Background: an optimization exercise with open tools, aiming at small area, a short achievable clock period and few clock cycles per item. Do not read the settings as production practice. The RTL was checked by simulation tests, not by an equivalence proof against the original design.

Design shay_core, start of the top module:
module shay_core (
    input  wire        clk,
    input  wire        rst,
    input  wire        cmd_valid,
    output wire        cmd_ready,
    input  wire [15:0] cmd,
    output wire        rsp_valid,
    input  wire        rsp_ready,
    output wire        rsp_ok,
    output wire [31:0] rsp_data,
    output wire [20:0] status
);
    localparam [1:0] S_IDLE = 2'd0,
                     S_RUN  = 2'd1,
                     S_FOLD = 2'd2,
                     S_LOAD = 2'd3;
    localparam [1:0] M_ACTIVE = 2'd0,
                     M_DONE   = 2'd1,
                     M_ERROR  = 2'd2;
    localparam [1:0] C_ILLEGAL  = 2'd1,
                     C_SEQUENCE = 2'd2,
                     C_TOOLARGE = 2'd3;
    localparam [31:0] IV0 = 32'h243F6A88, IV1 = 32'hB7E15162, IV2 = 32'h6A09E667,
                      IV3 = 32'hBB67AE85, IV4 = 32'h3C6EF372;
    reg [31:0] h0, h1, h2, h3, h4;    
    reg [31:0] a, b, c, d, e;         
    reg [31:0] w [0:15];              
    reg [7:0]  bb [0:63];             
    reg [60:0] lenb;                  
    reg [5:0]  nblk;                  
    reg [1:0]  seq;
    reg [6:0]  rc;                    
    reg        pend;                  
    reg        fin2;                  
    reg        hold;                  
    reg [1:0]  mode;
    reg [1:0]  cause;
    reg [15:0] tval;
    reg        rspv;
    reg        rspok;
    reg [3:0]  widx;
    reg        hrd;                   
    reg [31:0] rspd;
    reg        rhex;                  
    reg [2:0]  rnib;                  
    wire [5:0] bp = lenb[5:0];        
    wire [2:0] gq = bp[5:3];          
    wire busy = rspv || hold || pend;
  ...
Size: roughly 7400 cells after synthesis, roughly 76 I/O pins, about 76000 sq um of cells after synthesis.
export LEC_CHECK = 0
export CAP_MARGIN = 20
export CORE_MARGIN = 2
export CORE_UTILIZATION = 55
export CTS_CLUSTER_DIAMETER = 80
export CTS_CLUSTER_SIZE = 20
export PLACE_DENSITY = 0.7
export SLEW_MARGIN = 20
export SYNTH_HIERARCHICAL = 1
export SYNTH_MINIMUM_KEEP_SIZE = 0
create_clock -name core_clock -period 15.0 [get_ports {clk}]
standard.sh (not shown) runs the stock make flow with config.mk's settings and CLKGATE_MAP_FILE= SYNTH_SCRIPT=/design/flow/synth_recipe.tcl, a recipe that flattens the netlist after the stock synthesis.
==> flow/flow/run.sh <==
#!/bin/bash
# Standard ORFS layout (standard.sh) with a tighter setup repair target:
# repair_timing aims for 8.5 ns of setup slack at the design's 15 ns clock.
set -euo pipefail
bash standard.sh SETUP_SLACK_MARGIN=8.5 finish > flow_standard.log 2>&1
Testbench counts at the start, summed over its fixed seeds: cycles 42,822, bytes 13,260.
Then changed:
CORE_UTILIZATION = 45   (was 55)
PLACE_DENSITY = default   (was 0.7)
The changed run completed without violations. Setup slack gets better by 120 ps. Via count goes down by about 0.8%. Flip-flop and latch count stays the same.


## the previous run
shay_core, a different RTL version from the one above (not shown whole).
Size: about 7700 cells after synthesis, ~1600 flip-flops, ~76 I/O pins.
Settings: LEC_CHECK=0, CAP_MARGIN=20, CORE_MARGIN=2, CORE_UTILIZATION=55, CTS_CLUSTER_DIAMETER=80, CTS_CLUSTER_SIZE=20, PLACE_DENSITY=0.7, SLEW_MARGIN=20, SYNTH_HIERARCHICAL=1, SYNTH_MINIMUM_KEEP_SIZE=0; clock period 15.0 ns.
Scripts as last shown in full above: flow/flow/run.sh
Testbench counts of the previous run, summed over its fixed seeds: cycles 42,822, bytes 13,260.
Changes in the current run relative to the previous run:
- swapping 80 for 90 in CTS_CLUSTER_DIAMETER
- swapping 20 for 25 in CTS_CLUSTER_SIZE
- swapping 55 for 65 in CORE_UTILIZATION
- swapping 0.7 for 0.8 in PLACE_DENSITY
Notes after the runs:
The previous run → the current run: synthesized cell count stayed essentially flat, cell area after layout fell by 1.7%.
Re total count of max-transition violations in the final report: no difference whatsoever between the current run and the previous run.
The current run reached the final stage; the timing, design-rule and antenna checks on its layout passed.
Diff the previous run -> the current run: wire length of the first global-routing pass shrank by about 0.46%; met1 usage grew by 5.8 points.
Per the comparison of the current run with the previous run, post-route core utilization went up, worst relative slew slack went up.

## what the ideal ports hide
The results above use ideal ports. As a check the final layouts listed here were re-extracted and re-timed, cells and wires unchanged.
Step 1 assumes that a clkbuf_16 drives the clock port and a buf_2 every other input.
Step 2 also shifts input and output timing later by t, the mid clock arrival at the registers, as if the neighbouring blocks saw the same clock.
a / b / c = ideal ports / drivers / drivers and shift; a / b = the first two.
run | shift t [ns] | slack for setup (ns) | worst hold slack (ns) | worst setup path at the end
the first run of note 1 | 0.837 | 8.354 / 8.306 / 7.795 | 0.427 / 0.427 / 0.427 | input to register
the second run of note 1 | 0.859 | 8.478 / 8.436 / 7.685 | 0.423 / 0.423 / 0.423 | input to register
the previous run | 0.828 | 8.479 / 8.481 / 7.707 | 0.453 / 0.453 / 0.453 | input to register
the current run | 0.806 | 8.529 / 8.578 / 7.779 | 0.449 / 0.449 / 0.449 | input to register
After both steps setup and hold are still met in every run listed. The setup slack of the second run of note 1, which loses most, moves by -0.042 ns with the drivers and by -0.793 ns with both steps.
